Background: an optimization exercise with open tools, aiming at small area, a short achievable clock period and few clock cycles. Do not read the settings as production practice.
In this exercise RTL edits were held to simulation tests only and were not proved equivalent to the original.
Power figures rest on the tool's default switching activity, not on a simulated workload.

<file path="design/flow/flow/run.sh">
#!/bin/bash
# Own flow: the standard layout (standard.sh) with three changes:
#  * synthesis maps the combinational logic with an area-oriented ABC script
#    (flow/area.script) and keeps ABC off the complex cells listed in
#    flow/abc_dont_use.txt; registers are mapped exactly as in the standard
#    synthesis (ABC only sees combinational logic);
#  * every port still gets a buffer, but a buf_2 (BUFFER_PORTS_ARGS) that the
#    resizer may size up or down;
#  * the resizer may change a cell's footprint (MATCH_CELL_FOOTPRINT=0), so it
#    can size gates up on critical paths.
# Each tool's output goes to its own log here (synth.log, layout.log and the
# ORFS logs under orfs/logs).
set -euo pipefail
W=$PWD
{
  echo 'proc abc {args} {'
  echo '  set i [lsearch $args -script]'
  echo "  set args [lreplace \$args [expr {\$i+1}] [expr {\$i+1}] $W/flow/area.script]"
  echo "  foreach c {$(cat flow/abc_dont_use.txt | tr '\n' ' ')} { lappend args -dont_use \$c }"
  echo '  yosys abc {*}$args'
  echo '}'
  cat synth_recipe.tcl
} > my_synth.tcl
EXTRA="BUFFER_PORTS_ARGS=\"-buffer_cell sky130_fd_sc_hd__buf_2\" MATCH_CELL_FOOTPRINT=0"
sed -e "s#SYNTH_SCRIPT=[^ ]*#SYNTH_SCRIPT=$W/my_synth.tcl#" \
    -e "s#\"\${@:-finish}\"#$EXTRA \"\${@:-finish}\"#" standard.sh > my_standard.sh
bash my_standard.sh synth > synth.log 2>&1
bash my_standard.sh finish > layout.log 2>&1
</file>
<file path="design/flow/flow/abc_dont_use.txt">
sky130_fd_sc_hd__a222oi_1
sky130_fd_sc_hd__a221o_1
sky130_fd_sc_hd__a221o_2
sky130_fd_sc_hd__a221o_4
sky130_fd_sc_hd__a221oi_1
sky130_fd_sc_hd__a221oi_2
sky130_fd_sc_hd__a221oi_4
sky130_fd_sc_hd__a211o_1
sky130_fd_sc_hd__a211o_2
sky130_fd_sc_hd__a211o_4
sky130_fd_sc_hd__a211oi_1
sky130_fd_sc_hd__a211oi_2
sky130_fd_sc_hd__a211oi_4
sky130_fd_sc_hd__a2111oi_0
sky130_fd_sc_hd__a2111o_1
</file>
<file path="design/flow/flow/area.script">
&get -n
&st
&dch
&nf -R 10 -a
&put
topo
stime -c
</file>
<file path="design/flow/standard.sh">
#!/bin/bash
# synth_recipe.tcl (not shown) runs the flow's synth.tcl, then flattens the netlist and writes it again
# the make line also repeats each setting of config.mk as NAME=value (left out here)
make -C /OpenROAD-flow-scripts/flow DESIGN_CONFIG=/design/flow/config.mk WORK_HOME=/design/flow/orfs CLKGATE_MAP_FILE= SYNTH_SCRIPT=/design/flow/synth_recipe.tcl "${@:-finish}"
</file>
<file path="design/flow/config.mk">
export PLATFORM = sky130hd
export DESIGN_NAME = peak_detector
export DESIGN_NICKNAME = peak_detector
export VERILOG_FILES = /design/flow/design.v
export SDC_FILE = /design/flow/constraint.sdc
export NUM_CORES = 8
export LEC_CHECK = 0
export CAP_MARGIN = 20
export CORE_MARGIN = 2
export CORE_UTILIZATION = 65
export CTS_CLUSTER_DIAMETER = 60
export CTS_CLUSTER_SIZE = 30
export GPL_TIMING_DRIVEN = 1
export SETUP_SLACK_MARGIN = 1.6
export SLEW_MARGIN = 45
export TNS_END_PERCENT = 100
</file>
<file path="design/flow/constraint.sdc">
create_clock -name core_clock -period 7.5 [get_ports {clk}]
set_input_delay 1.5000 -clock core_clock [delete_from_list [all_inputs] [get_ports {clk}]]
set_output_delay 1.5000 -clock core_clock [all_outputs]
set_load 0.01 [all_outputs]
</file>
<file path="design/flow/design.v">
module peak_detector (
    input  wire        clk,
    input  wire        rst,         
    input  wire        in_valid,
    output wire        in_ready,
    input  wire [63:0] in_data,
    input  wire        in_last,
    output reg         done,
    output wire [4:0]  peak_count,
    input  wire [4:0]  rd_idx,
    output wire [14:0] rd_bin,
    output wire [63:0] rd_amp,
    output reg  [14:0] absmax_bin,
    output wire [63:0] absmax_amp
);
    localparam CAP = 20;
    localparam PW  = 24;             
    localparam LW  = 63 - PW;        
    function automatic [1:0] ucmp(input [63:0] x, input [63:0] y);
        reg [63:0] g, p;
        integer i, w;
        begin
            for (i = 0; i < 64; i = i + 1) begin
                g[i] = x[i] & ~y[i];
                p[i] = x[i] | ~y[i];
            end
            for (w = 64; w > 1; w = w / 2)
                for (i = 0; i < w / 2; i = i + 1) begin
                    g[i] = g[2*i+1] | (p[2*i+1] & g[2*i]);
                    p[i] = p[2*i+1] & p[2*i];
                end
            ucmp = {g[0], p[0]};
        end
    endfunction
    function automatic is_nan(input [63:0] x);
        is_nan = (&x[62:52]) && (|x[51:0]);
    endfunction
    reg  [14:0]    cnt;          
    reg  [63:0]    prev1;        
    reg            rising_r;     
    reg  [CAP-1:0] ger;          
    reg  [CAP-1:0] eqr;          
    reg            rdy;
    reg  [4:0]     count;
    reg  [CAP-1:0] vmask;        
    reg  [CAP-1:0] pick;         
    reg            first;        
    reg            tph;          
    reg  [62:0]    amax;
    reg  [62:0]    amp  [0:CAP-1];
    reg  [14:0]    bin  [0:CAP-1];
    reg  [4:0]     rank [0:CAP-1];
    assign in_ready   = rdy;
    assign peak_count = count;
    assign absmax_amp = {1'b0, amax};
    wire beat  = in_valid & rdy;
    wire full  = vmask[CAP-1];
    reg [CAP-1:0] valid, wr19, wfill, gtp, eqp, sel;
    reg [1:0]     c;
    integer k;
    always @(*) begin
        for (k = 0; k < CAP; k = k + 1) begin
            valid[k] = vmask[k];
            wr19[k]  = (rank[k] == 5'd19);
            wfill[k] = ~vmask[k] & ((k == 0) ? 1'b1 : vmask[(k == 0) ? 0 : k-1]);
            c        = ucmp({{(64-PW){1'b0}}, amp[k][62:LW]},
                            {{(64-PW){1'b0}}, in_data[62:LW]});
            gtp[k]   = valid[k] & c[1];
            eqp[k]   = valid[k] & c[0] & ~c[1];
        end
    end
    wire [CAP-1:0] wsel = full ? wr19 : wfill;
    function automatic [CAP-1:0] lowest(input [CAP-1:0] x);
        reg f;
        integer i;
        begin
            f = 1'b0;
            for (i = 0; i < CAP; i = i + 1) begin
                lowest[i] = x[i] & ~f;
                f = f | x[i];
            end
        end
    endfunction
    reg [62:0] mux_amp;
    reg [14:0] mux_bin;
    always @(*) begin
        mux_amp = 63'd0;
        mux_bin = 15'd0;
        for (k = 0; k < CAP; k = k + 1) begin
            sel[k]  = (done & vmask[k] & (rank[k] == rd_idx)) | pick[k];
            mux_amp = mux_amp | (amp[k] & {63{sel[k]}});
            mux_bin = mux_bin | (bin[k] & {15{sel[k]}});
        end
    end
    assign rd_amp = {1'b0, mux_amp};
    assign rd_bin = mux_bin;
    wire [1:0] clow    = ucmp({{(64-LW){1'b0}}, mux_amp[LW-1:0]},
                              {{(64-LW){1'b0}}, prev1[LW-1:0]});
    wire       ge_low  = clow[1] | clow[0];
    wire [1:0] cnb     = ucmp({1'b0, in_data[62:0]}, {1'b0, prev1[62:0]});
    wire       in_gt_p = cnb[1];                   
    wire       in_lt_p = ~(cnb[1] | cnb[0]);       
    wire       in_nan  = is_nan(in_data);
    wire       in_pos  = ~in_data[63] & ~in_nan & (|in_data[62:0]);
    wire       rising  = prev1[63] ? ~is_nan(prev1) : in_gt_p;
    wire       falling = in_data[63] ? ~in_nan : in_lt_p;
    wire [1:0] cmx     = ucmp({1'b0, in_data[62:0]}, {1'b0, amax});
    wire       abs_gt  = ~in_data[63] & ~in_nan & cmx[1];
    wire       cand_pot = in_pos & rising & ~first & ~in_last;
    wire [CAP-1:0] eqr_left = eqr & ~pick;
    wire       need_res = cand_pot & (|eqp);
    wire       hopeless = full & (|(ger & wr19));
    wire       admit    = rising_r & falling & (~full | ~(|(ger & wr19)));
    wire [CAP-1:0] vmask_nx = first ? {CAP{1'b0}} :
                              (admit & ~full) ? {vmask[CAP-2:0], 1'b1} : vmask;
    reg  [4:0] t;
    always @(*) begin
        t = 5'd0;
        for (k = 0; k < CAP; k = k + 1)
            t = t + {4'd0, ger[k]};
    end
    wire [14:0] cand_bin = cnt - 15'd1;
    always @(posedge clk) begin
        if (rst) begin
            cnt      <= 15'd0;
            done     <= 1'b0;
            rdy      <= 1'b1;
            rising_r <= 1'b0;
            eqr      <= {CAP{1'b0}};
            pick     <= {CAP{1'b0}};
            first    <= 1'b1;
        end else if (!rdy) begin
            if (!tph) begin
                pick <= hopeless ? {CAP{1'b0}} : lowest(eqr);
                eqr  <= hopeless ? {CAP{1'b0}} : eqr;
                rdy  <= hopeless;
                tph  <= 1'b1;
            end else begin
                for (k = 0; k < CAP; k = k + 1)
                    if (pick[k]) ger[k] <= ge_low;
                eqr  <= eqr_left;
                pick <= lowest(eqr_left);
                rdy  <= (eqr_left == {CAP{1'b0}});
            end
        end else if (beat) begin
            done  <= in_last;
            first <= in_last;
            vmask <= vmask_nx;
            cnt   <= in_last ? 15'd0 : cnt + 15'd1;
            prev1 <= in_data;
            if (first) begin
                amax       <= 63'd0;
                absmax_bin <= 15'd0;
            end else if (abs_gt) begin
                amax       <= in_data[62:0];
                absmax_bin <= cnt;
            end
            rising_r <= cand_pot;
            ger      <= gtp;
            eqr      <= eqp;
            pick     <= {CAP{1'b0}};
            rdy      <= ~need_res;
            tph      <= 1'b0;
            if (first)
                count <= 5'd0;
            else if (admit) begin
                if (!full) count <= count + 5'd1;
                for (k = 0; k < CAP; k = k + 1) begin
                    if (wsel[k]) begin
                        amp[k]  <= prev1[62:0];
                        bin[k]  <= cand_bin;
                        rank[k] <= t;
                    end else if (valid[k] & ~ger[k])
                        rank[k] <= rank[k] + 5'd1;
                end
            end
        end
    end
endmodule
</file>
==> impl_metrics.py, run 1 <==
metrics = {
    "status": {
        "status": "finished clean",
    },
    "min_path": {
        "hp-class": "flip-flop to flip-flop",
        "hold_start": "rising_r",
    },
    "setup_path": {
        "start_kind": "input pin",
        "ff2ff_setup_slack_ns": 1.63,
        "reg2reg_from": "prev1[37]",
        "r2r_cells": 15,
        "worstPathArrival_ns": 4.60,
        "worstSetupEndpointType": "primary output",
        "crit_start": "rd_idx[4]",
        "crit_required_ns": 6.00,
        "worstSetupPathType": "input pin to primary output",
        "timing.rr.end": "amp[10][47]",
        "critPathCapture": "rd_amp[52]",
        "worstPathMaxFanout": 20,
    },
    "clocking": {
        "clk_pin_slew_ns": 0.05,
        "htree_levels": 4,
        "cts_hold_buf": 0,
        "clockRootBuffer": "clkbuf_16",
        "cts_num_sinks": 1907,
        "insertion_delay_ns": 0.83,
        "cts_tree": "done",
        "cts_max_path_buffers": 3,
        "cts_buffers": 138,
    },
    "yosys": {
        "yosys_register_bits": 1907,
        "syn_area_per_cell_sq_um": 13.1,
        "yosysSeqAreaShare": 0.687,
        "netlist.area_leader.share": 0.673,
        "synth_common_cells": "edfxtp_1, nand2_1, a22oi_1",
        "ys_top_cells_by_area": "edfxtp_1, a22oi_1, nand2_1",
        "yosysWarnings": 4,
        "synthDistinctLibCells": 69,
        "synthesis.area_sq_um": 82500,
        "yosys.area.top_type": "edfxtp_1",
        "syn-instance-count": 6306,
        "synth-main-ff-cell": "edfxtp_1",
        "yosysMostFrequentCell": "edfxtp_1",
        "synth-async-reset-ratio": 0,
        "synth_edf_count": 1848,
    },
    "layout": {
        "multi_input_area_sq_um": 26200,
        "drive_gt1_frac": 0.135,
        "seqCellArea_sq_um": 56700,
        "fillers": 7746,
        "final_nets": 7147,
        "area_growth_pct": 15.7,
    },
    "run": {
        "maxCapViolCount": 0,
    },
    "pwr": {
        "vdd_drop_max_v": 0.000259,
        "powerDensity_nw_per_um2": 228,
        "power_leakage_nw": 32.2,
        "total_power_mw": 21.7,
    },
    "routing": {
        "drt-wirelength-per-cell_um": 37.2,
        "firstDrtPassIters": 9,
        "wl_met1_mm": 106,
        "wl_mm": 327,
        "routed.top_layer": "met5",
        "antenna_left": 0,
        "drc_errors": 0,
        "wl_met3_mm": 56.7,
        "first_iter_violations": 13100,
        "dr_wl_met2_mm": 136,
        "vias": 66200,
        "via_per_inst": 7.52,
    },
    "sta": {
        "drv_slew": 0,
        "finalCritPeriodShare": 0.814,
        "rsz0062_at_grt": "yes",
        "clock_skew_ns": 0.0582,
        "max_slew.worst_pin.slew_ns": 0.956,
        "relSlewSlack": 0.355,
        "tns_ns": 0,
        "setup_violations": 0,
        "fmax_mhz": 164,
        "setup_slack_ns": 1.40,
        "hold_violations": 0,
        "period_needed_ns": 6.10,
    },
    "die": {
        "die_y_um": 360,
        "dieArea_sq_um": 130000,
        "rows": 130,
        "core_sq_um": 126000,
        "die_w_um": 360,
        "initial_core_util": 0.656,
        "pin_count": 238,
    },
    "place": {
        "gp_congestion": 1.02,
        "port_buffers": 235,
        "dpl_worst_slack_ns": 0.494,
        "dpl.hpwl_mm": 203,
    },
    "global_route": {
        "grt.total_usage": 0.497,
        "grt_pass1_wl_mm": 453,
        "grt_max_degree": 79,
        "grt_pass1_vias": 61100,
        "grt_overflow": 0,
        "antenna_found_initial": 33,
    },
}
-- cell families (layout without fill, tap and decap cells) --
group / count (synthesis) / in the layout / share of synthesized area
flip-flops: 1907 / 1907 / 0.687
buffers and inverters: 240 / 1058 / 0.0110
multiplexers: 2 / 2 / 0.000243
XOR/XNOR: 178 / 178 / 0.0189
other: 1 / 26 / 0.0000455
adder cells (fa/ha/maj): 70 / 70 / 0.0111
AND/OR/NAND/NOR: 2168 / 2168 / 0.125
AO/OA/AOI/OAI: 1740 / 1751 / 0.146
-- sequential cells by signal, summed over array words and instances, names as in the netlist, 5 cells and up --
name	cells
amp	1260
bin	300
rank	100
prev1	64
amax	63
eqr	20
ger	20
pick	20
vmask	20
absmax_bin	15
cnt	15
count	5
-- routing by layer --
layer  global-route usage  vias to the layer above
li1                     -                    26500
met1                0.637                    31700
met2                0.689                     6546
met3                0.199                     1467
met4                0.354                       38
met5               0.0115                        -
-- through the flow --
step | hold slack [ns] | std cells | util | instance area [sq um]
3_3_place_gp | 0.446 | 8432 | 0.704 | 88500
5_1_grt | 0.483 | 8791 | 0.759 | 95400
4_1_cts | 0.459 | 8749 | 0.753 | 94700
6_report | 0.464 | 8810 | 0.759 | 95400
2_1_floorplan | 0.430 | 6307 | - | 82500
3_5_place_dp | 0.451 | 8458 | 0.710 | 89200
-- critical path: stages --
cell and delay, ns:
buf_6 0.22, xnor2_2 0.72, a41o_4 0.42, buf_4 0.35, buf_4 0.36, a22oi_1 0.14, and4_1 0.23, nand3_1 0.07
or3_1 0.30, buf_2 0.22
-- cells in the final DEF, fill, tap and decap left out, drive strengths merged, types with 66 or more instances in the layout --
master	netlist	routed
edfxtp	1848	1848
nand2	704	704
a22oi	698	698
buf	2	565
nor2	508	508
a21oi	317	317
clkinv	238	271
o21ai	212	212
nand3	192	192
clkbuf	0	164
nor2b	142	142
nor3	129	129
a22o	113	113
xor2	112	112
nand4	111	111
nand2b	108	108
o22ai	84	84
nor4	78	78
xnor2	66	66
-- report_power, final --
group / total, mW / leakage, nW / internal (mW) / switching, mW
logic: 1.74 / 12.7 / 0.442 / 1.30
clock network: 8.16 / 2.36 / 4.08 / 4.08
registers: 11.8 / 17.1 / 11.7 / 0.0937
-- what timing repair did --
| action | CTS | global route |
|---|---|---|
| gates cloned | 10 | 1 |
| setup endpoints to repair | 75 | 40 |
| setup buffers | 35 | 3 |
| gates resized for setup | 55 | 16 |
| pin swaps | 24 | 4 |
-- final cells by class --
class	instances	area share
flip-flops and latches	1907	0.594
multi-input cells	4171	0.274
repair buffers	574	0.0496
clock buffers	155	0.0384
well taps	1650	0.0216
clock inverters	91	0.0121
inverters	238	0.00936
diodes	24	0.000629
-- worst min-delay path by stage --
stage / endpoint / slack, ns / cells past startpoint
2_1_floorplan: rising_r / 0.43 / 2
3_3_place_gp: rising_r / 0.45 / 2
3_5_place_dp: rising_r / 0.45 / 2
4_1_cts: rising_r / 0.46 / 2
5_1_grt: rising_r / 0.48 / 2
6_report: rising_r / 0.46 / 2
Testbench counts, summed over its fixed seeds: cycles 59,252.
==> run 2, diff against run 1 <==
--- a/design/flow/config.mk
+++ b/design/flow/config.mk
@@ -11,6 +11,7 @@
 export CTS_CLUSTER_DIAMETER = 60
 export CTS_CLUSTER_SIZE = 30
 export GPL_TIMING_DRIVEN = 1
-export SETUP_SLACK_MARGIN = 1.6
+export PLACE_DENSITY = 0.75
+export SETUP_SLACK_MARGIN = 2.0
 export SLEW_MARGIN = 45
 export TNS_END_PERCENT = 100
==> impl_metrics.py, run 2 <==
metrics = {
    "sta": {
        "clock_skew_ns": 0.0548,
        "relSlewSlack": 0.349,
        "rsz0062_at_grt": "yes",
        "setup_violations": 0,
        "max_slew.worst_pin.slew_ns": 0.971,
        "drv_slew": 0,
        "fin_hold_ws_ns": 0.492,
        "finalCritPeriodShare": 0.761,
        "tns_ns": 0,
        "hold_violations": 0,
        "fmax_mhz": 175,
        "period_needed_ns": 5.71,
    },
    "pwr": {
        "internal-power_mw": 16.2,
        "vdd_drop_max_v": 0.000395,
        "total_power_mw": 21.6,
        "powerDensity_nw_per_um2": 221,
        "p_sw_mw": 5.47,
        "power_leakage_nw": 32.9,
        "p_clk_frac": 0.369,
        "netSwitchingFraction": 0.253,
        "p_comb_frac": 0.083,
        "seq_power_share": 0.547,
    },
    "routing": {
        "wl_mm": 336,
        "drt-wirelength-per-cell_um": 37.8,
        "firstDrtPassIters": 9,
        "first_iter_violations": 13900,
        "via_per_inst": 7.57,
        "antenna_left": 0,
        "vias": 67300,
        "drc_errors": 0,
    },
    "yosys": {
        "ys_top_cells_by_area": "edfxtp_1, a22oi_1, nand2_1",
        "synthDistinctLibCells": 69,
        "yosysWarnings": 4,
        "synth_edf_count": 1848,
        "synth_common_cells": "edfxtp_1, nand2_1, a22oi_1",
        "netlist.area_leader.share": 0.673,
        "yosys.area.top_type": "edfxtp_1",
        "synth-async-reset-ratio": 0,
        "synth-main-ff-cell": "edfxtp_1",
        "syn_area_per_cell_sq_um": 13.1,
        "synthesis.area_sq_um": 82500,
        "syn-instance-count": 6306,
        "yosysSeqAreaShare": 0.687,
        "yosysMostFrequentCell": "edfxtp_1",
        "yosys_register_bits": 1907,
    },
    "clocking": {
        "clockRootBuffer": "clkbuf_16",
        "insertion_delay_ns": 0.85,
        "htree_levels": 4,
        "cts_hold_buf": 0,
        "cts_buffers": 137,
        "cts_num_sinks": 1907,
        "clk_pin_slew_ns": 0.07,
        "cts_max_path_buffers": 3,
        "cts_tree": "done",
    },
    "die": {
        "initial_core_util": 0.656,
        "die_y_um": 360,
        "pin_count": 238,
        "rows": 130,
        "dieArea_sq_um": 130000,
        "die_w_um": 360,
        "core_sq_um": 126000,
    },
    "setup_path": {
        "worstPathArrival_ns": 6.25,
        "start_kind": "input pin",
        "crit_required_ns": 8.05,
        "worstSetupEndpointType": "flip-flop",
        "worstPathMaxFanout": 10,
        "worstSetupPathType": "input pin to flip-flop",
    },
    "place": {
        "dp.cells": 8468,
        "dpl.hpwl_mm": 203,
        "placedInstanceArea_sq_um": 89500,
        "gp_congestion": 1.03,
        "port_buffers": 235,
    },
    "global_route": {
        "grt_pass1_wl_mm": 457,
        "grt_pass1_vias": 62800,
        "grt_overflow": 0,
        "grt.total_usage": 0.504,
        "antenna_found_initial": 29,
        "grt_max_degree": 82,
    },
    "layout": {
        "top_regs": "amp x1260, bin x300, rank x100",
        "regMostFlops": "amp",
        "area_growth_pct": 18.6,
        "fin_cells": 8896,
        "fillers": 7385,
        "final_common_cell": "edfxtp_1",
        "drive_gt1_frac": 0.159,
        "final_cell_mix": "edfxtp_1, nand2_1, a22oi_1",
        "largest_register_ffs": 1260,
        "fin_area_sq_um": 97800,
        "final_nets": 7227,
    },
    "status": {
        "status": "finished clean",
    },
    "min_path": {
        "hp-class": "flip-flop to flip-flop",
    },
    "run": {
        "maxCapViolCount": 0,
    },
}
==> run 2: cell counts after synthesis <==
Identical to the previous run, type by type.
==> run 2: metal layers <==
layer	track usage	part of all wire	up-vias	routed length (um)
li1	-	-	26600	-
met1	0.630	0.32	32200	106000
met2	0.703	0.41	6815	139000
met3	0.217	0.18	1615	60800
met4	0.361	0.089	32	29900
met5	0.0126	0.0020	-	676
==> run 2: worst max-delay path, cell delays in order <==
cell and delay (ns):
buf_16 0.13, buf_12 0.17, xor2_4 0.19, nor4_4 0.06, a41o_4 0.42, buf_6 0.19, a22oi_1 0.18, and4_1 0.22
nand3_1 0.09, or3_4 0.37, maj3_1 0.38, a31oi_2 0.19, nor3_2 0.08, o31a_1 0.43, o41a_1 0.46, o31ai_4 0.45
buf_4 0.19, a31o_4 0.20, clkbuf_16 0.18, o21ai_0 0.11
==> run 2: cells by family (layout without fill, tap and decap cells) <==
| logic type | Yosys count | after routing | share of synthesized area |
|---|---|---|---|
| AO/OA/AOI/OAI | 1740 | 1756 | 0.146 |
| XOR/XNOR | 178 | 178 | 0.0189 |
| buffers and inverters | 240 | 1133 | 0.0110 |
| multiplexers | 2 | 2 | 0.000243 |
| other | 1 | 32 | 0.0000455 |
| adder cells (fa/ha/maj) | 70 | 70 | 0.0111 |
| flip-flops | 1907 | 1907 | 0.687 |
| AND/OR/NAND/NOR | 2168 | 2168 | 0.125 |
==> run 2: power groups by stage <==
stage	registers (mW)	clock network, mW	logic, mW
2_1_floorplan	12.1	0	0.704
3_3_place_gp	12.1	0	1.47
3_5_place_dp	12.1	0	1.56
4_1_cts	11.9	7.90	1.63
5_1_grt	11.8	8.27	1.84
6_report	11.8	7.99	1.80
==> run 2: final timing paths <==
path | from | endpoint | slack (ns) | cells past startpoint
worst min register to register | eqr[3] | eqr[3] | 0.49 | 2
worst max-delay path | rd_idx[1] | ger[9] | 1.79 | 20
worst max register to register | done | ger[9] | 1.97 | 19
worst min-delay path | eqr[3] | eqr[3] | 0.49 | 2
==> run 2: layout make-up <==
type | instances | area, sq um | share of cell area
diodes | 30 | 75.1 | 0.000768
clock buffers | 155 | 3580 | 0.0366
clock inverters | 90 | 1120 | 0.0114
inverters | 238 | 893 | 0.00914
multi-input cells | 4176 | 27300 | 0.279
flip-flops and latches | 1907 | 56700 | 0.580
well taps | 1650 | 2060 | 0.0211
repair buffers | 650 | 6080 | 0.0622
==> run 2: what timing repair did <==
item	4_1_cts	5_1_grt
pin swaps	51	28
cloned	18	9
resized for setup	170	121
setup buffers	61	33
endpoints found under the setup margin	98	81
==> run 2: stage by stage <==
stage                     setup slack (ns)  utilization
after CTS                             1.97        0.763
after detailed placement             0.525        0.711
after floorplan                       1.66            -
final                                 1.79        0.778
after global placement               0.354        0.706
after global routing                  1.89        0.777
==> run 3, diff against run 2 <==
--- a/design/flow/config.mk
+++ b/design/flow/config.mk
@@ -11,7 +11,6 @@
 export CTS_CLUSTER_DIAMETER = 60
 export CTS_CLUSTER_SIZE = 30
 export GPL_TIMING_DRIVEN = 1
-export PLACE_DENSITY = 0.75
 export SETUP_SLACK_MARGIN = 2.0
 export SLEW_MARGIN = 45
 export TNS_END_PERCENT = 100
==> impl_metrics.py, run 3 <==
metrics = {
    "pwr": {
        "netSwitchingFraction": 0.250,
        "power_leakage_nw": 32.3,
        "internal-power_mw": 16.3,
        "p_sw_mw": 5.43,
        "seq_power_share": 0.545,
        "vdd_drop_max_v": 0.000268,
        "p_comb_frac": 0.081,
        "total_power_mw": 21.7,
        "powerDensity_nw_per_um2": 226,
        "p_clk_frac": 0.374,
    },
    "die": {
        "initial_core_util": 0.656,
        "die_y_um": 360,
        "rows": 130,
        "die_w_um": 360,
        "dieArea_sq_um": 130000,
        "pin_count": 238,
        "core_sq_um": 126000,
    },
    "sta": {
        "max_slew.worst_pin.slew_ns": 1.08,
        "period_needed_ns": 5.69,
        "setup_violations": 0,
        "fmax_mhz": 176,
        "drv_slew": 0,
        "clock_skew_ns": 0.0371,
        "rsz0062_at_grt": "yes",
        "finalCritPeriodShare": 0.758,
        "tns_ns": 0,
        "setup_slack_ns": 1.81,
        "relSlewSlack": 0.277,
        "hold_violations": 0,
    },
    "setup_path": {
        "crit_family": "simple AND/OR/NAND/NOR gates",
        "worstSetupPathType": "input pin to flip-flop",
        "cpMaxStageDelayCell": "a31oi_2",
        "worstPathMaxFanout": 53,
        "start_kind": "input pin",
        "worstSetupEndpointType": "flip-flop",
        "worstPathArrival_ns": 6.10,
        "critPathBufInv": 5,
        "worst_path_largest_cell_delay_ns": 0.42,
        "crit_required_ns": 7.92,
        "path_cells": "buf_2 -> clkinv_1 -> nand2_1 -> o221ai_1 -> a21oi_1 -> o21ai_0 -> a31oi_2 -> nor3_2 -> nor2_1 -> nor3_1 -> a21oi_1 -> nand4b_1 -> nor2_1 -> nand2_4 -> buf_12 -> nor2_4 -> buf_12 -> buf_16",
    },
    "routing": {
        "vias": 66400,
        "firstDrtPassIters": 8,
        "via_per_inst": 7.53,
        "wl_mm": 326,
        "antenna_left": 0,
        "drt-wirelength-per-cell_um": 36.9,
        "drc_errors": 0,
        "first_iter_violations": 13800,
    },
    "yosys": {
        "netlist.area_leader.share": 0.673,
        "synth_edf_count": 1848,
        "yosys.area.top_type": "edfxtp_1",
        "syn_area_per_cell_sq_um": 13.1,
        "synthDistinctLibCells": 69,
        "yosysSeqAreaShare": 0.687,
        "syn-instance-count": 6306,
        "synth-async-reset-ratio": 0,
        "synth_common_cells": "edfxtp_1, nand2_1, a22oi_1",
        "synth-main-ff-cell": "edfxtp_1",
        "yosysMostFrequentCell": "edfxtp_1",
        "yosys_register_bits": 1907,
        "ys_top_cells_by_area": "edfxtp_1, a22oi_1, nand2_1",
        "synthesis.area_sq_um": 82500,
        "yosysWarnings": 4,
    },
    "layout": {
        "top_regs": "amp x1260, bin x300, rank x100",
        "drive_gt1_frac": 0.144,
        "regMostFlops": "amp",
        "area_growth_pct": 16.5,
        "largest_register_ffs": 1260,
        "final_cell_mix": "edfxtp_1, nand2_1, a22oi_1",
        "final_common_cell": "edfxtp_1",
        "final_nets": 7151,
    },
    "clocking": {
        "cts_hold_buf": 0,
        "clockRootBuffer": "clkbuf_16",
        "cts_num_sinks": 1907,
        "cts_tree": "done",
        "cts_max_path_buffers": 3,
        "htree_levels": 4,
        "cts_buffers": 136,
        "insertion_delay_ns": 0.82,
        "clk_pin_slew_ns": 0.08,
    },
    "place": {
        "dpl.hpwl_mm": 191,
        "gp_congestion": 1.05,
        "port_buffers": 235,
        "dpl_worst_slack_ns": 0.587,
    },
    "global_route": {
        "antenna_found_initial": 36,
        "grt.total_usage": 0.490,
        "grt_max_degree": 79,
        "grt_pass1_vias": 61000,
        "grt_pass1_wl_mm": 447,
        "grt_overflow": 0,
    },
    "min_path": {
        "hp-class": "flip-flop to flip-flop",
    },
    "run": {
        "maxCapViolCount": 0,
    },
    "status": {
        "status": "finished clean",
    },
}
run 3: cell types whose count changed in the layout (fill, tap and decap cells not counted), sizes merged, moves of 2 or more:
cell,change
bufinv,+6
diode,-3
buf,-69
clkinvlp,+2
inv,+14
clkbuf,-11
clkinv,-18
run 3: final timing paths:
kind	slack, ns	start	to	depth (start not counted)
min reg2reg	0.48	eqr[8]	eqr[8]	2
min	0.48	eqr[8]	eqr[8]	2
max reg2reg	1.87	prev1[14]	amp[17][46]	17
max	1.81	in_data[39]	amp[17][46]	18
run 3: cell type report:
cell class | instances | area [sq um]
clock inverter | 94 | 1200
tap | 1650 | 2060
antenna | 27 | 67.6
sequential | 1907 | 56700
fill | 7712 | 29600
multi-input combinational | 4175 | 26800
clock buffer | 149 | 3530
timing repair buffer | 576 | 4880
inverter | 238 | 897
run 3: worst register-to-register path, cell delays in order, from the launching register on:
cell and delay, ns:
edfxtp_1 0.68, clkinv_1 0.32, o21ai_0 0.34, nor3_1 0.11
a21oi_1 0.44, o211ai_1 0.18, buf_4 0.21, and3_1 0.17
o21a_1 0.18, nor3_1 0.26, a21oi_1 0.15, nand4b_1 0.36
nor2_1 0.30, nand2_4 0.27, buf_12 0.28, nor2_4 0.16
buf_12 0.23, buf_16 0.40
run 3: logic make-up (layout without fill, tap and decap cells):
family          Yosys count  count (layout)  share of synthesized area
other cells               1              29                  0.0000455
flops                  1907            1907                      0.687
simple gates           2168            2168                      0.125
fa+ha+maj                70              70                     0.0111
compound gates         1740            1755                      0.146
buf+inv                 240            1057                     0.0110
xor+xnor                178             178                     0.0189
mux                       2               2                   0.000243
run 3: power by group through the flow:
stage	Sequential, mW	Clock [mW]	Combinational (mW)
2_1_floorplan	12.1	0	0.704
3_3_place_gp	12.1	0	1.48
3_5_place_dp	12.1	0	1.54
4_1_cts	11.9	8.04	1.61
5_1_grt	11.8	8.40	1.80
6_report	11.8	8.12	1.77
run 3: layer usage:
layer	part of all wire	GRT usage
met4	0.081	0.323
met1	0.32	0.636
met2	0.41	0.678
met3	0.18	0.202
met5	0.0015	0
run 3: what timing repair did:
action                     in CTS  in global routing
setup endpoints to repair     729               1425
gates cloned                   14                  4
resized for setup             113                 70
pin swaps                      33                 11
buffers inserted               74                 24
run 3: metrics by stage:
step	hold WS, ns	util	std cells	area, sq um
after floorplan	0.430	-	6307	82600
after global placement	0.458	0.702	8394	88200
after detailed placement	0.468	0.705	8406	88700
after CTS	0.479	0.755	8737	95000
after global routing	0.516	0.764	8796	96000
final	0.480	0.764	8816	96100
==> run 4, diff against run 3 <==
--- a/design/flow/config.mk
+++ b/design/flow/config.mk
@@ -11,6 +11,6 @@
 export CTS_CLUSTER_DIAMETER = 60
 export CTS_CLUSTER_SIZE = 30
 export GPL_TIMING_DRIVEN = 1
-export SETUP_SLACK_MARGIN = 2.0
+export SETUP_SLACK_MARGIN = 2.2
 export SLEW_MARGIN = 45
 export TNS_END_PERCENT = 100
==> impl_metrics.py, run 4 <==
metrics = {
    "yosys": {
        "yosysMostFrequentCell": "edfxtp_1",
        "synthDistinctLibCells": 69,
        "synth-main-ff-cell": "edfxtp_1",
        "synth_common_cells": "edfxtp_1, nand2_1, a22oi_1",
        "ys_top_cells_by_area": "edfxtp_1, a22oi_1, nand2_1",
        "yosys.area.top_type": "edfxtp_1",
        "syn-instance-count": 6306,
        "netlist.area_leader.share": 0.673,
        "synth_edf_count": 1848,
        "yosys_register_bits": 1907,
        "syn_area_per_cell_sq_um": 13.1,
        "synth-async-reset-ratio": 0,
        "yosysSeqAreaShare": 0.687,
        "synthesis.area_sq_um": 82500,
        "yosysWarnings": 4,
    },
    "die": {
        "initial_core_util": 0.656,
        "core_sq_um": 126000,
        "dieArea_sq_um": 130000,
        "pin_count": 238,
        "die_y_um": 360,
        "die_w_um": 360,
        "rows": 130,
    },
    "setup_path": {
        "worstSetupEndpointType": "flip-flop",
        "timing.rr.end": "amp[8][44]",
        "crit_required_ns": 8.17,
        "start_kind": "input pin",
        "worstPathArrival_ns": 6.14,
        "r2r_cells": 15,
        "crit_start": "in_data[40]",
        "ff2ff_setup_slack_ns": 2.27,
        "worstSetupPathType": "input pin to flip-flop",
        "critPathCapture": "rdy",
        "reg2reg_from": "prev1[38]",
        "worstPathMaxFanout": 29,
    },
    "place": {
        "dpl.hpwl_mm": 193,
        "port_buffers": 235,
        "gp_congestion": 1.06,
    },
    "global_route": {
        "grt.met1_usage": 0.652,
        "antenna_found_initial": 34,
        "grt_max_degree": 82,
        "grt_pass1_vias": 61200,
        "grt_busiest_layer": "met2",
        "grt_pass1_wl_mm": 457,
        "use_met3": 0.208,
        "grt.total_usage": 0.504,
        "grt_overflow": 0,
        "use_met2": 0.691,
    },
    "status": {
        "status": "failed layout checks",
        "violatedChecks": "max-capacitance violations, max-slew violations",
    },
    "clocking": {
        "cts_num_sinks": 1907,
        "cts_max_path_buffers": 3,
        "htree_levels": 4,
        "cts_buffers": 140,
        "clockRootBuffer": "clkbuf_16",
        "insertion_delay_ns": 0.83,
        "clk_pin_slew_ns": 0.08,
        "cts_tree": "done",
    },
    "pwr": {
        "p_comb_frac": 0.083,
        "power_leakage_nw": 33.1,
        "vdd_drop_max_v": 0.000273,
        "netSwitchingFraction": 0.255,
        "p_sw_mw": 5.61,
        "internal-power_mw": 16.4,
        "p_clk_frac": 0.379,
        "powerDensity_nw_per_um2": 223,
        "seq_power_share": 0.538,
    },
    "routing": {
        "vias": 67400,
        "drc_errors": 0,
        "antenna_left": 0,
        "firstDrtPassIters": 10,
        "drt-wirelength-per-cell_um": 37.8,
        "via_per_inst": 7.57,
        "first_iter_violations": 14300,
        "wl_mm": 337,
    },
    "layout": {
        "final_cell_mix": "edfxtp_1, nand2_1, a22oi_1",
        "top_regs": "amp x1260, bin x300, rank x100",
        "drive_gt1_frac": 0.174,
        "final_nets": 7221,
        "seqCellArea_sq_um": 56700,
        "largest_register_ffs": 1260,
        "area_growth_pct": 19.5,
        "final_common_cell": "edfxtp_1",
        "regMostFlops": "amp",
        "multi_input_area_sq_um": 27800,
        "fin_util": 0.784,
        "fillers": 7295,
    },
    "sta": {
        "fmax_mhz": 183,
        "drv_slew": 4,
        "max_slew.worst_pin.slew_ns": 1.68,
        "relSlewSlack": -0.127,
        "rsz0062_at_grt": "yes",
        "clock_skew_ns": 0.0444,
        "tns_ns": 0,
        "finalCritPeriodShare": 0.730,
        "setup_violations": 0,
        "hold_violations": 0,
        "period_needed_ns": 5.47,
    },
    "min_path": {
        "hp-class": "flip-flop to flip-flop",
    },
    "run": {
        "maxCapViolCount": 1,
    },
}
run 4: cell counts after synthesis:
Identical to the previous run, type by type.
run 4: worst min path at each step:
stage / from / to / depth (start not counted)
after floorplan: rising_r / rising_r / 2
after global placement: rising_r / rising_r / 2
after detailed placement: rising_r / rising_r / 2
after CTS: rising_r / rising_r / 2
after global routing: rising_r / rising_r / 2
final: rising_r / rising_r / 2
run 4: per-layer routing:
layer | routed length, um | share of wire
met4 | 29800 | 0.088
met5 | 815 | 0.0024
met1 | 107000 | 0.32
met2 | 137000 | 0.41
met3 | 62300 | 0.18
run 4: cell families (layout without fill, tap and decap cells):
group / count (synthesis) / count (layout) / synth area share
compound gates: 1740 / 1758 / 0.146
xor+xnor: 178 / 178 / 0.0189
fa+ha+maj: 70 / 70 / 0.0111
buf+inv: 240 / 1135 / 0.0110
flops: 1907 / 1907 / 0.687
mux: 2 / 2 / 0.000243
other cells: 1 / 31 / 0.0000455
simple gates: 2168 / 2169 / 0.125
run 4: power by group through the flow:
stage	clock network, mW	logic, mW	registers [mW]
floorplan	0	0.705	12.1
global placement	0	1.48	12.1
detailed placement	0	1.56	12.1
CTS	8.24	1.65	11.8
global route	8.60	1.86	11.8
finish	8.33	1.82	11.8
run 4: area by class of cell:
type	instances	share of cell area
inverter	238	0.00930
antenna	29	0.000737
sequential	1907	0.575
tap	1650	0.0210
timing repair buffer	638	0.0611
clock inverter	105	0.0126
clock buffer	154	0.0383
multi-input combinational	4179	0.282
run 4: worst max-delay path, cell delays in order:
cell      delay (ns)
buf_2           0.35
clkinv_1        0.33
buf_4           0.34
nor2_1          0.22
nor3_1          0.09
o21ai_0         0.60
a311oi_1        0.27
o21ai_0         0.53
a31o_1          0.35
o211ai_1        0.40
nor4_1          0.51
or4_1           0.24
nor4_1          0.07
o21ai_0         0.16
o311ai_0        0.15
run 4: per-stage QoR:
stage	power (mW)	instances	setup slack, ns	hold WS (ns)	cell area [sq um]
after floorplan	12.8	6307	1.66	0.430	82700
after global placement	13.6	8396	0.285	0.447	88100
after detailed placement	13.6	8412	0.302	0.452	88700
after CTS	21.7	8787	2.12	0.462	96500
after global routing	22.3	8876	2.05	0.502	98500
final	22.0	8900	2.03	0.468	98500
run 4: what timing repair did:
item,in CTS,in global routing
setup buffers,88,48
resized for setup,283,166
setup endpoints to repair,1590,1634
hold buffers,0,0
pin swaps,85,102
gates cloned,28,15
==> run 5, diff against run 4 <==
--- a/design/flow/config.mk
+++ b/design/flow/config.mk
@@ -9,8 +9,8 @@
 export CORE_MARGIN = 2
 export CORE_UTILIZATION = 65
 export CTS_CLUSTER_DIAMETER = 60
-export CTS_CLUSTER_SIZE = 30
+export CTS_CLUSTER_SIZE = 40
 export GPL_TIMING_DRIVEN = 1
-export SETUP_SLACK_MARGIN = 2.2
+export SETUP_SLACK_MARGIN = 2.0
 export SLEW_MARGIN = 45
 export TNS_END_PERCENT = 100
==> impl_metrics.py, run 5 <==
metrics = {
    "yosys": {
        "synthDistinctLibCells": 69,
        "synth-async-reset-ratio": 0,
        "syn_area_per_cell_sq_um": 13.1,
        "yosysMostFrequentCell": "edfxtp_1",
        "synthesis.area_sq_um": 82500,
        "synth-main-ff-cell": "edfxtp_1",
        "yosys.area.top_type": "edfxtp_1",
        "ys_top_cells_by_area": "edfxtp_1, a22oi_1, nand2_1",
        "syn-instance-count": 6306,
        "yosys_register_bits": 1907,
        "netlist.area_leader.share": 0.673,
        "yosysWarnings": 4,
        "synth_common_cells": "edfxtp_1, nand2_1, a22oi_1",
        "yosysSeqAreaShare": 0.687,
        "synth_edf_count": 1848,
    },
    "setup_path": {
        "timing.rr.end": "amp[17][46]",
        "ff2ff_setup_slack_ns": 1.92,
        "worstPathArrival_ns": 4.13,
        "worstSetupEndpointType": "primary output",
        "r2r_cells": 17,
        "worstSetupPathType": "input pin to primary output",
        "reg2reg_from": "prev1[3]",
        "worstPathMaxFanout": 10,
        "crit_required_ns": 6.00,
        "start_kind": "input pin",
    },
    "pwr": {
        "power_leakage_nw": 32.3,
        "vdd_drop_max_v": 0.000273,
        "powerDensity_nw_per_um2": 226,
    },
    "min_path": {
        "holdPathEnd": "eqr[8]",
        "hp-class": "flip-flop to flip-flop",
        "hold_start": "eqr[8]",
        "whs_path_depth": 2,
    },
    "clocking": {
        "htree_levels": 4,
        "cts_buffers": 136,
        "cts_hold_buf": 0,
        "clockRootBuffer": "clkbuf_16",
        "cts_max_path_buffers": 3,
        "clk_pin_slew_ns": 0.08,
        "cts_num_sinks": 1907,
        "cts_tree": "done",
        "insertion_delay_ns": 0.82,
    },
    "sta": {
        "fmax_mhz": 178,
        "clock_skew_ns": 0.0393,
        "drv_slew": 0,
        "finalCritPeriodShare": 0.751,
        "hold_violations": 0,
        "rsz0062_at_grt": "yes",
        "tns_ns": 0,
        "relSlewSlack": 0.215,
        "max_slew.worst_pin.slew_ns": 1.18,
        "setup_violations": 0,
        "period_needed_ns": 5.63,
        "fin_hold_ws_ns": 0.481,
    },
    "layout": {
        "largest_register_ffs": 1260,
        "drive_gt1_frac": 0.144,
        "regMostFlops": "amp",
        "final_nets": 7153,
        "fin_cells": 8812,
        "top_regs": "amp x1260, bin x300, rank x100",
        "fin_area_sq_um": 96100,
        "final_common_cell": "edfxtp_1",
        "multi_input_area_sq_um": 26800,
        "fillers": 7702,
        "final_cell_mix": "edfxtp_1, nand2_1, a22oi_1",
        "area_growth_pct": 16.5,
        "seqCellArea_sq_um": 56700,
    },
    "status": {
        "status": "finished clean",
    },
    "global_route": {
        "antenna_found_initial": 40,
        "grt_pass1_wl_mm": 447,
        "grt_max_degree": 79,
        "grt_pass1_vias": 60800,
        "use_met2": 0.678,
        "grt_overflow": 0,
        "grt_busiest_layer": "met2",
        "grt.met1_usage": 0.639,
        "grt.total_usage": 0.490,
        "use_met3": 0.205,
    },
    "die": {
        "die_w_um": 360,
        "die_y_um": 360,
        "pin_count": 238,
        "core_sq_um": 126000,
        "rows": 130,
        "initial_core_util": 0.656,
        "dieArea_sq_um": 130000,
    },
    "routing": {
        "first_iter_violations": 13700,
        "antenna_left": 0,
        "drt-wirelength-per-cell_um": 36.9,
        "via_per_inst": 7.49,
        "vias": 66000,
        "drc_errors": 0,
        "wl_mm": 326,
        "firstDrtPassIters": 11,
    },
    "run": {
        "maxCapViolCount": 0,
    },
    "place": {
        "gp_congestion": 1.05,
        "placedInstanceArea_sq_um": 88700,
        "dp.cells": 8406,
        "port_buffers": 235,
        "dpl.hpwl_mm": 191,
    },
}
==> run 5: cell types whose count changed in the layout (fill, tap and decap cells not counted), moves of 28 or more <==
cell | previous run | this run
a21oi_1 | 270 | 300
buf_6 | 80 | 39
a22oi_2 | 55 | 9
a22oi_1 | 643 | 689
clkbuf_16 | 171 | 143
buf_2 | 199 | 231
==> run 5: worst max path at each step <==
stage | end | startpoint | slack, ns | cells past startpoint
2_1_floorplan | ger[3] | rd_idx[3] | 1.66 | 15
3_5_place_dp | ger[3] | rd_idx[3] | 0.59 | 18
5_1_grt | rd_amp[40] | rd_idx[1] | 1.95 | 12
6_report | rd_amp[60] | rd_idx[4] | 1.87 | 9
4_1_cts | rd_amp[60] | rd_idx[2] | 1.98 | 10
3_3_place_gp | ger[3] | rd_idx[3] | 0.63 | 18
==> run 5: area by class of cell <==
type                       instances  share of cell area
tap                             1650              0.0215
sequential                      1907               0.590
multi-input combinational       4175               0.278
antenna                           21            0.000547
clock inverter                    94              0.0123
inverter                         238             0.00934
clock buffer                     149              0.0367
timing repair buffer             578              0.0511
==> run 5: layer usage <==
layer  share of wire  vias up  wire length [um]
met5          0.0021        -               675
met4           0.082       42             26800
met3            0.18     1331             58600
met2            0.41     6388            134000
met1            0.32    31800            106000
li1                -    26500                 -
==> run 5: kinds of logic (layout without fill, tap and decap cells) <==
group | count (synthesis) | after routing | synth area share
compound gates | 1740 | 1755 | 0.146
flops | 1907 | 1907 | 0.687
buf+inv | 240 | 1059 | 0.0110
other cells | 1 | 23 | 0.0000455
simple gates | 2168 | 2168 | 0.125
xor+xnor | 178 | 178 | 0.0189
fa+ha+maj | 70 | 70 | 0.0111
mux | 2 | 2 | 0.000243
==> run 5: critical path, stage by stage <==
cell	delay (ns)
buf_16	0.17
xnor2_4	0.30
a41o_4	0.45
buf_4	0.19
a22oi_1	0.53
and4_1	0.27
nand3_1	0.13
or3_1	0.40
buf_2	0.17
==> run 5: timing repair <==
item                                    CTS  global route
endpoints found under the setup margin  729          1434
pin swaps                                33            11
gates resized for setup                 111            70
setup buffers                            71            26
gates cloned                             14             6
==> run 5: per-stage QoR <==
step | worst slack (ns) | total power [mW] | utilization
2_1_floorplan | 1.66 | 12.8 | -
6_report | 1.87 | 21.7 | 0.764
5_1_grt | 1.95 | 22.0 | 0.764
3_3_place_gp | 0.626 | 13.6 | 0.702
3_5_place_dp | 0.587 | 13.6 | 0.705
4_1_cts | 1.98 | 21.5 | 0.755
==> run 5: power by group <==
part	switching [mW]	internal (mW)
combinational	1.29	0.475
sequential	0.0954	11.7
clock	4.03	4.05
total	5.42	16.3
==> run 6, diff against run 5 <==
--- a/design/flow/config.mk
+++ b/design/flow/config.mk
@@ -8,8 +8,8 @@
 export CAP_MARGIN = 20
 export CORE_MARGIN = 2
 export CORE_UTILIZATION = 65
-export CTS_CLUSTER_DIAMETER = 60
-export CTS_CLUSTER_SIZE = 40
+export CTS_CLUSTER_DIAMETER = 100
+export CTS_CLUSTER_SIZE = 22
 export GPL_TIMING_DRIVEN = 1
 export SETUP_SLACK_MARGIN = 2.0
 export SLEW_MARGIN = 45
==> impl_metrics.py, run 6 <==
metrics = {
    "status": {
        "status": "finished clean",
    },
    "yosys": {
        "synth_common_cells": "edfxtp_1, nand2_1, a22oi_1",
        "synth_edf_count": 1848,
        "netlist.area_leader.share": 0.673,
        "synth-main-ff-cell": "edfxtp_1",
        "synth-async-reset-ratio": 0,
        "synthDistinctLibCells": 69,
        "syn-instance-count": 6306,
        "synthesis.area_sq_um": 82500,
        "yosysSeqAreaShare": 0.687,
        "yosysMostFrequentCell": "edfxtp_1",
        "yosysWarnings": 4,
        "syn_area_per_cell_sq_um": 13.1,
        "yosys.area.top_type": "edfxtp_1",
        "ys_top_cells_by_area": "edfxtp_1, a22oi_1, nand2_1",
        "yosys_register_bits": 1907,
    },
    "layout": {
        "top_regs": "amp x1260, bin x300, rank x100",
        "final_common_cell": "edfxtp_1",
        "fin_area_sq_um": 94100,
        "area_growth_pct": 14.1,
        "final_cell_mix": "edfxtp_1, nand2_1, a22oi_1",
        "fin_cells": 8694,
        "drive_gt1_frac": 0.128,
        "regMostFlops": "amp",
        "largest_register_ffs": 1260,
        "fin_util": 0.749,
        "final_nets": 7109,
    },
    "die": {
        "dieArea_sq_um": 130000,
        "die_w_um": 360,
        "die_y_um": 360,
        "rows": 130,
        "pin_count": 238,
        "initial_core_util": 0.656,
        "core_sq_um": 126000,
    },
    "sta": {
        "fmax_mhz": 176,
        "max_slew.worst_pin.slew_ns": 1.02,
        "hold_violations": 0,
        "clock_skew_ns": 0.0437,
        "tns_ns": 0,
        "drv_slew": 0,
        "period_needed_ns": 5.69,
        "relSlewSlack": 0.317,
        "fin_hold_ws_ns": 0.484,
        "rsz0062_at_grt": "yes",
        "setup_violations": 0,
        "finalCritPeriodShare": 0.759,
        "setup_slack_ns": 1.81,
    },
    "clocking": {
        "insertion_delay_ns": 0.78,
        "cts_buffers": 97,
        "clk_pin_slew_ns": 0.11,
        "htree_levels": 3,
        "cts_num_sinks": 1907,
        "cts_tree": "done",
        "cts_max_path_buffers": 3,
        "cts_hold_buf": 0,
        "clockRootBuffer": "clkbuf_16",
    },
    "setup_path": {
        "worstPathMaxFanout": 39,
        "worstPathArrival_ns": 6.09,
        "timing.rr.end": "bin[17][4]",
        "start_kind": "flip-flop",
        "worstSetupPathType": "flip-flop to flip-flop",
        "crit_required_ns": 7.90,
        "reg2reg_from": "prev1[3]",
        "critPathCapture": "bin[17][4]",
        "crit_start": "prev1[3]",
        "ff2ff_setup_slack_ns": 1.81,
        "r2r_cells": 16,
        "worstSetupEndpointType": "flip-flop",
    },
    "pwr": {
        "vdd_drop_max_v": 0.000276,
        "total_power_mw": 19.4,
        "seq_power_share": 0.609,
        "internal-power_mw": 14.6,
        "p_clk_frac": 0.299,
        "powerDensity_nw_per_um2": 206,
        "p_sw_mw": 4.79,
        "netSwitchingFraction": 0.247,
        "p_comb_frac": 0.092,
        "power_leakage_nw": 31.3,
    },
    "place": {
        "dpl.hpwl_mm": 191,
        "port_buffers": 235,
        "gp_congestion": 1.05,
        "dpl_worst_slack_ns": 0.587,
        "placedInstanceArea_sq_um": 88700,
        "dp.cells": 8406,
    },
    "run": {
        "maxCapViolCount": 0,
    },
    "global_route": {
        "grt_pass1_vias": 60200,
        "grt_overflow": 0,
        "grt_max_degree": 79,
        "grt.total_usage": 0.489,
        "antenna_found_initial": 29,
        "grt_pass1_wl_mm": 446,
    },
    "min_path": {
        "hp-class": "flip-flop to flip-flop",
        "hold_start": "eqr[8]",
    },
    "routing": {
        "drc_errors": 0,
        "firstDrtPassIters": 12,
        "vias": 65700,
        "antenna_left": 0,
        "first_iter_violations": 13000,
        "wl_mm": 325,
        "drt-wirelength-per-cell_um": 37.4,
        "via_per_inst": 7.55,
    },
}
[run 6: cell counts after synthesis]
Identical to the previous run, type by type.
[run 6: kinds of logic (layout without fill, tap and decap cells)]
| logic type | count (synthesis) | in the layout | synth area share |
|---|---|---|---|
| AO/OA/AOI/OAI | 1740 | 1755 | 0.146 |
| flip-flops | 1907 | 1907 | 0.687 |
| adder cells (fa/ha/maj) | 70 | 70 | 0.0111 |
| other | 1 | 23 | 0.0000455 |
| buffers and inverters | 240 | 941 | 0.0110 |
| XOR/XNOR | 178 | 178 | 0.0189 |
| AND/OR/NAND/NOR | 2168 | 2168 | 0.125 |
| multiplexers | 2 | 2 | 0.000243 |
[run 6: power groups by stage]
stage                     Sequential, mW  Clock [mW]  Combinational, mW
final                               11.8        5.80               1.79
after global routing                11.8        6.08               1.82
after CTS                           11.9        5.74               1.61
after detailed placement            12.1           0               1.54
after global placement              12.1           0               1.48
after floorplan                     12.1           0              0.704
[run 6: final cells by class]
type                            count  area [sq um]
Multi-Input combinational cell   4175         26800
Timing Repair Buffer              573          4890
Clock inverter                      8           154
Antenna cell                       21          52.6
Inverter                          238           893
Tap cell                         1650          2060
Fill cell                        7967         31600
Sequential cell                  1907         56700
Clock buffer                      122          2540
[run 6: layer usage]
| layer | GRT usage | routed length (um) | up-vias |
|---|---|---|---|
| met2 | 0.676 | 134000 | 6233 |
| met1 | 0.642 | 106000 | 31800 |
| li1 | - | - | 26300 |
| met3 | 0.204 | 58100 | 1335 |
| met5 | 0.00666 | 850 | - |
| met4 | 0.302 | 25900 | 46 |
[run 6: worst min-delay path by stage]
stage | slack, ns | depth (start not counted) | to
after global routing | 0.52 | 2 | eqr[8]
after CTS | 0.48 | 2 | eqr[8]
final | 0.48 | 2 | eqr[8]
after floorplan | 0.43 | 2 | rising_r
after global placement | 0.46 | 2 | eqr[8]
after detailed placement | 0.47 | 2 | eqr[8]
[run 6: critical path, stage by stage (launching register included)]
cell and delay, ns:
edfxtp_1 0.54, clkinv_1 0.31, o22ai_1 0.45, o21ai_0 0.38
a21oi_1 0.45, o211ai_1 0.15, buf_4 0.20, and3_1 0.17
o21a_1 0.18, nor3_1 0.26, a21oi_1 0.15, nand4b_1 0.34
nor2_1 0.29, nand2_4 0.27, buf_12 0.28, nor2_4 0.34
clkbuf_16 0.37
[run 6: timing repair]
action	in CTS	in global routing
gates resized for setup	125	69
pin swaps	33	19
setup buffers	69	21
gates cloned	18	4
setup endpoints to repair	732	1445
==> run 7, diff against run 6 <==
--- a/design/flow/config.mk
+++ b/design/flow/config.mk
@@ -5,7 +5,7 @@
 export SDC_FILE = /design/flow/constraint.sdc
 export NUM_CORES = 8
 export LEC_CHECK = 0
-export CAP_MARGIN = 20
+export CAP_MARGIN = 10
 export CORE_MARGIN = 2
 export CORE_UTILIZATION = 65
 export CTS_CLUSTER_DIAMETER = 100
==> impl_metrics.py, run 7 <==
metrics = {
    "sta": {
        "setup_violations": 0,
        "period_needed_ns": 5.69,
        "max_slew.worst_pin.slew_ns": 1.02,
        "finalCritPeriodShare": 0.759,
        "tns_ns": 0,
        "hold_violations": 0,
        "relSlewSlack": 0.317,
        "clock_skew_ns": 0.0437,
        "fmax_mhz": 176,
        "rsz0062_at_grt": "yes",
        "drv_slew": 0,
    },
    "layout": {
        "fin_cells": 8694,
        "regMostFlops": "amp",
        "final_cell_mix": "edfxtp_1, nand2_1, a22oi_1",
        "drive_gt1_frac": 0.128,
        "final_nets": 7109,
        "top_regs": "amp x1260, bin x300, rank x100",
        "final_common_cell": "edfxtp_1",
        "largest_register_ffs": 1260,
        "area_growth_pct": 14.1,
    },
    "routing": {
        "antenna_left": 0,
        "via_per_inst": 7.55,
        "vias": 65700,
        "first_iter_violations": 13000,
        "drt-wirelength-per-cell_um": 37.4,
        "drc_errors": 0,
        "firstDrtPassIters": 12,
        "wl_mm": 325,
    },
    "yosys": {
        "yosysWarnings": 4,
        "yosys.area.top_type": "edfxtp_1",
        "synth_common_cells": "edfxtp_1, nand2_1, a22oi_1",
        "synth_edf_count": 1848,
        "synthDistinctLibCells": 69,
        "synth-async-reset-ratio": 0,
        "synth-main-ff-cell": "edfxtp_1",
        "ys_top_cells_by_area": "edfxtp_1, a22oi_1, nand2_1",
        "yosysSeqAreaShare": 0.687,
        "syn_area_per_cell_sq_um": 13.1,
        "syn-instance-count": 6306,
        "yosysMostFrequentCell": "edfxtp_1",
        "netlist.area_leader.share": 0.673,
        "synthesis.area_sq_um": 82500,
        "yosys_register_bits": 1907,
    },
    "setup_path": {
        "cpMaxStageDelayCell": "edfxtp_1",
        "crit_required_ns": 7.90,
        "reg2reg_from": "prev1[3]",
        "path_cells": "clkinv_1 -> o22ai_1 -> o21ai_0 -> a21oi_1 -> o211ai_1 -> buf_4 -> and3_1 -> o21a_1 -> nor3_1 -> a21oi_1 -> nand4b_1 -> nor2_1 -> nand2_4 -> buf_12 -> nor2_4 -> clkbuf_16",
        "crit_family": "compound AO/OA/AOI/OAI gates",
        "worst_path_largest_cell_delay_ns": 0.54,
        "ff2ff_setup_slack_ns": 1.81,
        "worstSetupEndpointType": "flip-flop",
        "r2r_cells": 16,
        "critPathBufInv": 4,
        "worstPathArrival_ns": 6.09,
        "timing.rr.end": "bin[17][4]",
        "worstPathMaxFanout": 39,
        "worstSetupPathType": "flip-flop to flip-flop",
        "start_kind": "flip-flop",
        "crit_top_cell": "a21oi_1",
    },
    "place": {
        "gp_congestion": 1.05,
        "port_buffers": 235,
        "dpl.hpwl_mm": 191,
        "dp.cells": 8406,
    },
    "die": {
        "die_y_um": 360,
        "pin_count": 238,
        "dieArea_sq_um": 130000,
        "initial_core_util": 0.656,
        "core_sq_um": 126000,
        "die_w_um": 360,
        "rows": 130,
    },
    "clocking": {
        "clk_pin_slew_ns": 0.11,
        "htree_levels": 3,
        "cts_buffers": 97,
        "cts_num_sinks": 1907,
        "insertion_delay_ns": 0.78,
        "cts_tree": "done",
        "cts_max_path_buffers": 3,
        "clockRootBuffer": "clkbuf_16",
    },
    "global_route": {
        "grt.total_usage": 0.489,
        "grt_pass1_wl_mm": 446,
        "grt_pass1_vias": 60200,
        "grt_overflow": 0,
        "grt_max_degree": 79,
        "antenna_found_initial": 29,
    },
    "min_path": {
        "holdPathEnd": "eqr[8]",
        "hp-class": "flip-flop to flip-flop",
        "hold_start": "eqr[8]",
        "whs_path_depth": 2,
    },
    "pwr": {
        "powerDensity_nw_per_um2": 206,
        "vdd_drop_max_v": 0.000276,
        "power_leakage_nw": 31.3,
    },
    "run": {
        "maxCapViolCount": 0,
    },
    "status": {
        "status": "finished clean",
    },
}
==> run 7: cell counts in the layout (fill, tap and decap cells not counted) <==
Identical to the previous run, type by type.
==> run 7: worst reg2reg max path: cells and delay by family (launching register included) <==
family                 cells  cell delay (ns)
AOI/OAI and AO/OA          6             1.77
and+or+nand+nor            6             1.69
buffers and inverters      4             1.17
DFF                        1             0.54
==> run 7: logic make-up after synthesis <==
logic type | after synthesis | synth area share
AOI/OAI and AO/OA | 1740 | 0.146
xor gates and xnor gates | 178 | 0.0189
adders and majority gates | 70 | 0.0111
DFF | 1907 | 0.687
buffers and inverters | 240 | 0.0110
other | 1 | 0.0000455
muxes | 2 | 0.000243
and+or+nand+nor | 2168 | 0.125
==> run 7: final cells by class <==
class                           instances  area [sq um]
Fill cell                            7967         31600
Clock inverter                          8           154
Antenna cell                           21          52.6
Inverter                              238           893
Clock buffer                          122          2540
Multi-Input combinational cell       4175         26800
Tap cell                             1650          2060
Sequential cell                      1907         56700
Timing Repair Buffer                  573          4890
==> run 7: worst max path at each step <==
stage                             to  cells after the start  slack, ns  startpoint
after floorplan               ger[3]                     15       1.66   rd_idx[3]
after global placement        ger[3]                     18       0.63   rd_idx[3]
after detailed placement      ger[3]                     18       0.59   rd_idx[3]
after CTS                 rd_amp[40]                     13       1.90   rd_idx[3]
after global routing         ger[17]                     19       1.97   rd_idx[3]
final                     bin[17][4]                     16       1.81    prev1[3]
==> run 7: report_power, final <==
group	total [mW]	switching, mW	internal, mW	leakage (nW)
clock network	5.80	3.38	2.42	1.30
registers	11.8	0.0969	11.7	17.2
logic	1.79	1.31	0.474	12.9
==> run 7: per-stage QoR <==
| step | hold WS (ns) | power (mW) | util | setup slack [ns] | instance area (sq um) |
|---|---|---|---|---|---|
| after floorplan | 0.430 | 12.8 | - | 1.66 | 82600 |
| after global placement | 0.458 | 13.6 | 0.702 | 0.626 | 88200 |
| after detailed placement | 0.468 | 13.6 | 0.705 | 0.587 | 88700 |
| after CTS | 0.482 | 19.2 | 0.740 | 1.90 | 93000 |
| after global routing | 0.519 | 19.7 | 0.748 | 1.97 | 94100 |
| final | 0.484 | 19.4 | 0.749 | 1.81 | 94100 |
==> run 7: timing repair <==
action                                  CTS  global route
hold buffers                              0             0
endpoints found under the hold margin     0             0
pin swaps                                33            19
gates resized for setup                 125            69
cloned                                   18             4
buffers inserted                         69            21
endpoints found under the setup margin  732          1445
==> run 7: per-layer routing <==
metal | track usage | part of all wire | up-vias
met2 | 0.676 | 0.41 | 6233
met1 | 0.642 | 0.33 | 31800
li1 | - | - | 26300
met4 | 0.302 | 0.080 | 46
met5 | 0.00666 | 0.0026 | -
met3 | 0.204 | 0.18 | 1335

## separate check: timing with driven ports
The flow's constraints put no driver on any port. The routed layouts listed below were extracted and timed again, unchanged, in two steps.
Step 1, drivers: a clkbuf_16 drives clk and a buf_2 each remaining input, both assumed.
Step 2 adds t to the input delays and takes it off the output delays; t is the mean of the earliest and latest rising clock arrival at the registers after step 1. Input paths then give back, and output paths get back, about the clock's delay inside the block.
Three values: ideal ports, drivers, drivers and shift; two values: the first two.
run | t, ns | setup slack, ns | latest minus earliest clock arrival (ns)
run 1 | 0.893 | 1.397 / 1.365 / 0.725 | 0.058 / 0.058
run 2 | 0.904 | 1.792 / 1.699 / 0.811 | 0.058 / 0.058
run 3 | 0.881 | 1.812 / 1.729 / 0.987 | 0.038 / 0.038
run 4 | 0.899 | 2.029 / 1.808 / 1.155 | 0.045 / 0.045
run 5 | 0.884 | 1.867 / 1.724 / 1.059 | 0.040 / 0.040
run 6 | 0.845 | 1.809 / 1.750 / 1.049 | 0.045 / 0.045
run 7 | 0.845 | 1.809 / 1.750 / 1.049 | 0.045 / 0.045
The setup slack of run 2, which loses most, moves by -0.093 ns with the drivers and by -0.981 ns with both steps.
